Source: an optimization exercise on an open RTL-to-GDS flow (aim: small area). Production flows keep margins and buffers that such runs may drop.
Function was checked by simulation only, so behaviour that the tests miss may differ from the original.
Power and IR drop assume default switching activity.

## ring_buffer_ctrl
module ring_buffer_ctrl (
    input  wire                         clk,
    input  wire                         rst,         
    input  wire                         cmd_valid,
    input  wire [3:0]                   cmd_op,
    input  wire [7:0]                   cmd_data,
    input  wire [7:0]                   cmd_count,   
    output wire                         rsp_valid,
    output reg  [2:0]                   rsp_status,
    output wire [7:0]                   rsp_data,
    output reg  [6:0]                   rsp_value,   
    output wire [511:0]                 rsp_seq,     
    output wire [7:0]                   rsp_len
);
Size: roughly 2000 cells after synthesis, ~560 I/O pins.
==> flow/config.mk <==
export PLATFORM = sky130hd
export DESIGN_NAME = ring_buffer_ctrl
export DESIGN_NICKNAME = ring_buffer_ctrl
export VERILOG_FILES = /design/flow/design.v
export SDC_FILE = /design/flow/constraint.sdc
export NUM_CORES = 4
export LEC_CHECK = 0
export CAP_MARGIN = 20
export CORE_MARGIN = 2
export CORE_UTILIZATION = 25
export CTS_BUF_LIST = sky130_fd_sc_hd__clkbuf_4
export SLEW_MARGIN = 20
export SYNTH_HIERARCHICAL = 1
export SYNTH_MINIMUM_KEEP_SIZE = 0
==> flow/constraint.sdc <==
create_clock -name core_clock -period 8.0 [get_ports {clk}]
set_input_delay 1.6000 -clock core_clock [delete_from_list [all_inputs] [get_ports {clk}]]
set_output_delay 1.6000 -clock core_clock [all_outputs]
set_load 0.01 [all_outputs]
standard.sh (not shown) runs the stock make flow with config.mk's settings and CLKGATE_MAP_FILE= SYNTH_SCRIPT=/design/flow/synth_recipe.tcl, a recipe that flattens the netlist after the stock synthesis.
==> flow/flow/run.sh <==
#!/bin/bash
# Standard ORFS layout; only the cell used to buffer the ports changes
# (sky130_fd_sc_hd__buf_1 instead of the default pick).
set -euo pipefail
bash standard.sh "BUFFER_PORTS_ARGS=-buffer_cell sky130_fd_sc_hd__buf_1" finish > make_finish.log 2>&1
Rerun with:
CTS_BUF_LIST = not set   (was sky130_fd_sc_hd__clkbuf_4)
Maximum frequency hardly moves; power rises by 1.4%; cell count goes down by 4.1%; via count goes down by 3.3%; synthesized cell count is unchanged; synthesized area stays the same.

== alpha ==
Another version of the RTL of ring_buffer_ctrl (not shown whole).
Size: about 2400 cells after synthesis, roughly 520 flip-flops, ~23000 sq um of cells after synthesis.
==> flow/config.mk <==
export PLATFORM = sky130hd
export DESIGN_NAME = ring_buffer_ctrl
export DESIGN_NICKNAME = ring_buffer_ctrl
export VERILOG_FILES = /design/flow/design.v
export SDC_FILE = /design/flow/constraint.sdc
export NUM_CORES = 4
export LEC_CHECK = 0
export CAP_MARGIN = 0
export CORE_MARGIN = 2
export CORE_UTILIZATION = 55
export SLEW_MARGIN = 10
export SYNTH_HIERARCHICAL = 1
export SYNTH_MINIMUM_KEEP_SIZE = 0
==> flow/constraint.sdc <==
create_clock -name core_clock -period 8.0 [get_ports {clk}]
set_input_delay 1.6000 -clock core_clock [delete_from_list [all_inputs] [get_ports {clk}]]
set_output_delay 1.6000 -clock core_clock [all_outputs]
set_load 0.01 [all_outputs]
==> flow/flow/run.sh <==
#!/bin/bash
# Standard ORFS layout with two changes:
#  - the ports are buffered with sky130_fd_sc_hd__buf_1;
#  - clock tree synthesis clusters more sinks per leaf buffer and inserts
#    no dummy loads.
set -euo pipefail
CTS="-sink_clustering_enable -repair_clock_nets -dont_use_dummy_load"
CTS="$CTS -sink_clustering_size 18 -sink_clustering_max_diameter 100"
CTS="$CTS -buf_list sky130_fd_sc_hd__clkbuf_8"
bash standard.sh \
    "BUFFER_PORTS_ARGS=-buffer_cell sky130_fd_sc_hd__buf_1" \
    "CTS_ARGS=$CTS" \
    finish > make_finish.log 2>&1
alpha finished all stages; the layout is clean.
Setup changes, alpha to beta
--- a/flow/flow/run.sh
+++ b/flow/flow/run.sh
@@ -6,6 +6,6 @@
 set -euo pipefail
 CTS="-sink_clustering_enable -repair_clock_nets -dont_use_dummy_load"
-CTS="$CTS -sink_clustering_size 18 -sink_clustering_max_diameter 100"
-CTS="$CTS -buf_list sky130_fd_sc_hd__clkbuf_8"
+CTS="$CTS -sink_clustering_size 30 -sink_clustering_max_diameter 100"
+CTS="$CTS -buf_list sky130_fd_sc_hd__clkbuf_16"
 bash standard.sh \
     "BUFFER_PORTS_ARGS=-buffer_cell sky130_fd_sc_hd__buf_1" \
--- a/flow/config.mk
+++ b/flow/config.mk
@@ -6,8 +6,8 @@
 export NUM_CORES = 4
 export LEC_CHECK = 0
-export CAP_MARGIN = 0
+export CAP_MARGIN = 20
 export CORE_MARGIN = 2
-export CORE_UTILIZATION = 55
-export SLEW_MARGIN = 10
+export CORE_UTILIZATION = 25
+export SLEW_MARGIN = 20
 export SYNTH_HIERARCHICAL = 1
 export SYNTH_MINIMUM_KEEP_SIZE = 0
==> notes.md <==
From alpha to beta the numbers moved as follows: critical path depth has remained practically unchanged, number of placement rows went up by about 50%, setup slack of the critical path after layout lower, sequential cell count barely changed. alpha → beta: worst hold slack shrank by 0.025 ns; internal power contribution grew by about 5%. Taking alpha as the reference point, the total power of beta rises by about 5%. Per the comparison of beta with alpha, overall via count from detail_route +284; number of detailed-routing iterations run before antenna repair +1.
Modified inputs, gamma compared to beta
--- a/flow/flow/run.sh
+++ b/flow/flow/run.sh
@@ -6,6 +6,6 @@
 set -euo pipefail
 CTS="-sink_clustering_enable -repair_clock_nets -dont_use_dummy_load"
-CTS="$CTS -sink_clustering_size 30 -sink_clustering_max_diameter 100"
-CTS="$CTS -buf_list sky130_fd_sc_hd__clkbuf_16"
+CTS="$CTS -sink_clustering_size 16 -sink_clustering_max_diameter 100"
+CTS="$CTS -buf_list sky130_fd_sc_hd__clkbuf_8"
 bash standard.sh \
     "BUFFER_PORTS_ARGS=-buffer_cell sky130_fd_sc_hd__buf_1" \
--- a/flow/config.mk
+++ b/flow/config.mk
@@ -6,8 +6,8 @@
 export NUM_CORES = 4
 export LEC_CHECK = 0
-export CAP_MARGIN = 20
+export CAP_MARGIN = 0
 export CORE_MARGIN = 2
-export CORE_UTILIZATION = 25
-export SLEW_MARGIN = 20
+export CORE_UTILIZATION = 55
+export SLEW_MARGIN = 10
 export SYNTH_HIERARCHICAL = 1
 export SYNTH_MINIMUM_KEEP_SIZE = 0
### Flow results
- Both conditions hold for gamma: the flow ran to the end and the final layout passed the timing, DRC and antenna checks.
- Compared with beta, gamma is more frugal on power.
- | count of clock-buffer cells in the layout | gamma vs beta | 14 higher |
- Effective utilization at floorplan (lower): beta
- From gamma to beta, number of flip-flops and latches did not move at all.
- Taking beta as the reference, in gamma detail-routed net length per standard cell shows an increase of 3.4%, first-pass GRT wire length lower, worst hold margin climbed 0.0095 ns.
- gamma vs beta, die area went down by about 54%.
- Startpoint-to-endpoint class of the critical path = in -> out: beta; startpoint-to-endpoint class of the critical path = in -> reg: gamma
- gamma vs. beta: arrival time at the worst endpoint climbed 2.04 ns; number of search-and-repair iterations in the first detailed-routing pass dropped 2; cell area decreased by 1100 sq um relative to the old numbers.
Changes in delta relative to gamma:
--- a/flow/flow/run.sh
+++ b/flow/flow/run.sh
@@ -6,6 +6,6 @@
 set -euo pipefail
 CTS="-sink_clustering_enable -repair_clock_nets -dont_use_dummy_load"
-CTS="$CTS -sink_clustering_size 16 -sink_clustering_max_diameter 100"
-CTS="$CTS -buf_list sky130_fd_sc_hd__clkbuf_8"
+CTS="$CTS -sink_clustering_size 30 -sink_clustering_max_diameter 100"
+CTS="$CTS -buf_list sky130_fd_sc_hd__clkbuf_16"
 bash standard.sh \
     "BUFFER_PORTS_ARGS=-buffer_cell sky130_fd_sc_hd__buf_1" \
--- a/flow/config.mk
+++ b/flow/config.mk
@@ -6,8 +6,8 @@
 export NUM_CORES = 4
 export LEC_CHECK = 0
-export CAP_MARGIN = 0
+export CAP_MARGIN = 20
 export CORE_MARGIN = 2
 export CORE_UTILIZATION = 55
-export SLEW_MARGIN = 10
+export SLEW_MARGIN = 20
 export SYNTH_HIERARCHICAL = 1
 export SYNTH_MINIMUM_KEEP_SIZE = 0
Findings:
On via count, delta and gamma are basically level. The higher count of clock-buffer cells in the layout came out of gamma. delta vs. gamma: global-route wire length before repair fell by 920 microns, pin slew with the least headroom to its limit fell by 0.097 ns, number of cell rows stayed essentially flat, fraction of area in clock buffers and inverters stayed essentially flat. delta vs gamma: final cell count without fillers down. Run comparison: gamma last element of the critical path slots[320]; delta last element of the critical path rsp_status[1].
#### Input delta (epsilon over delta)
--- a/flow/config.mk
+++ b/flow/config.mk
@@ -6,8 +6,8 @@
 export NUM_CORES = 4
 export LEC_CHECK = 0
-export CAP_MARGIN = 20
+export CAP_MARGIN = 0
 export CORE_MARGIN = 2
-export CORE_UTILIZATION = 55
-export SLEW_MARGIN = 20
+export CORE_UTILIZATION = 40
+export SLEW_MARGIN = 0
 export SYNTH_HIERARCHICAL = 1
 export SYNTH_MINIMUM_KEEP_SIZE = 0
## What came out
epsilon ran to completion and came out clean on the timing, DRC and antenna checks. delta → epsilon: post-route fraction of the period consumed by the critical path moved up; number of stages on the worst setup path moved down; final setup slack of the worst path moved down; non-clock buffer count level. Re switching part of the total: epsilon is 0.49 points up on delta. epsilon against delta: sequential portion of the cell area went down 0.65 points; combined global-route utilization of all metal layers went down 6.9 points; maximum frequency went down 5.2%; minimum period implied by the final worst setup slack went up 0.25 ns; met1 layer usage reported by global route went down 9.6 points. Between delta and epsilon, post-placement worst setup slack increased.

Setup of north:
Another version of the RTL of ring_buffer_ctrl (not shown whole).
For scale: ~1400 cells after synthesis, roughly 520 flip-flops, roughly 560 I/O pins, roughly 0.022 mm² of cells after synthesis.
clock: 8.0 ns
lec_check: 0
cap_margin: 20
core_margin: 2
core_utilization: 25
slew_margin: 20
run.sh (not shown) runs the stock make flow with config.mk's settings and CLKGATE_MAP_FILE= SYNTH_SCRIPT=/design/flow/synth_recipe.tcl, a recipe that flattens the netlist after the stock synthesis.
Stock flow here: none of the scripts above is used.
north ended with every stage complete and zero timing, DRC or antenna violations.
Edits applied to the flow inputs when going from north to south:
- changing CORE_UTILIZATION from 25 to 55
- setting ABC_AREA to 1 for the first time
## What came out
A worst setup path endpoint of rsp_status[0] is what south shows, while rsp_status[1] belongs to north.
Compared to north, the router laid down less metal wire for south.
Per the comparison of south with north, post-placement setup slack now larger, post-place instance area moved up, fraction of registers with async set or reset after synthesis roughly the same, largest net degree at the start of global routing comparable, clock buffer count from CTS went down.
In south the power share of the combinational group turned out 0.8 points lower than in north.
south: net switching power of the design is about 12% lower than what north reported.
The proportion of final cell area spent on non-clock buffers reported for south is greater than that of north by 0.64 points.
Final-layout clock buffer total, north and south, higher one = north.

separate check: timing with driven ports:
How much do the figures lean on ideal ports? The routed layouts below were timed once more, with nothing changed but the port constraints. Step 1 assumes that a clkbuf_16 drives the clock port and a buf_2 every other input. Step 2 adds t to the input delays and takes it off the output delays; t is the mean of the earliest and latest rising clock arrival at the registers after step 1. Input paths then give back, and output paths get back, about the clock's delay inside the block. Three values: no drivers, after step 1, after step 2; two values: the first two.
run	t, ns	setup slack, ns	hold WS [ns]	slew at the worst register clock pin (ns)	cell pins on the clock port's net
the first run of note 1	0.945	2.855 / 2.828 / 2.560	0.457 / 0.457 / 0.457	0.07 / 0.07	1
the second run of note 1	0.663	2.856 / 2.829 / 2.567	0.501 / 0.501 / 0.501	0.07 / 0.07	1
alpha	0.676	3.354 / 3.373 / 2.697	0.501 / 0.501 / 0.501	0.12 / 0.12	1
beta	0.636	3.285 / 3.227 / 2.869	0.475 / 0.475 / 0.475	0.12 / 0.12	1
gamma	0.657	3.380 / 3.379 / 2.740	0.485 / 0.485 / 0.485	0.11 / 0.11	1
delta	0.617	3.412 / 3.380 / 3.029	0.481 / 0.481 / 0.481	0.12 / 0.12	1
epsilon	0.629	3.159 / 3.117 / 2.674	0.467 / 0.467 / 0.467	0.12 / 0.12	1
north	0.667	2.587 / 2.561 / 2.561	0.545 / 0.545 / 0.545	0.07 / 0.07	1
south	0.637	2.830 / 2.803 / 2.803	0.603 / 0.603 / 0.603	0.07 / 0.07	1
After both steps every run listed still meets setup and hold. For alpha, which loses most, drivers alone change the setup slack by +0.019 ns; drivers and shift together by -0.657 ns.
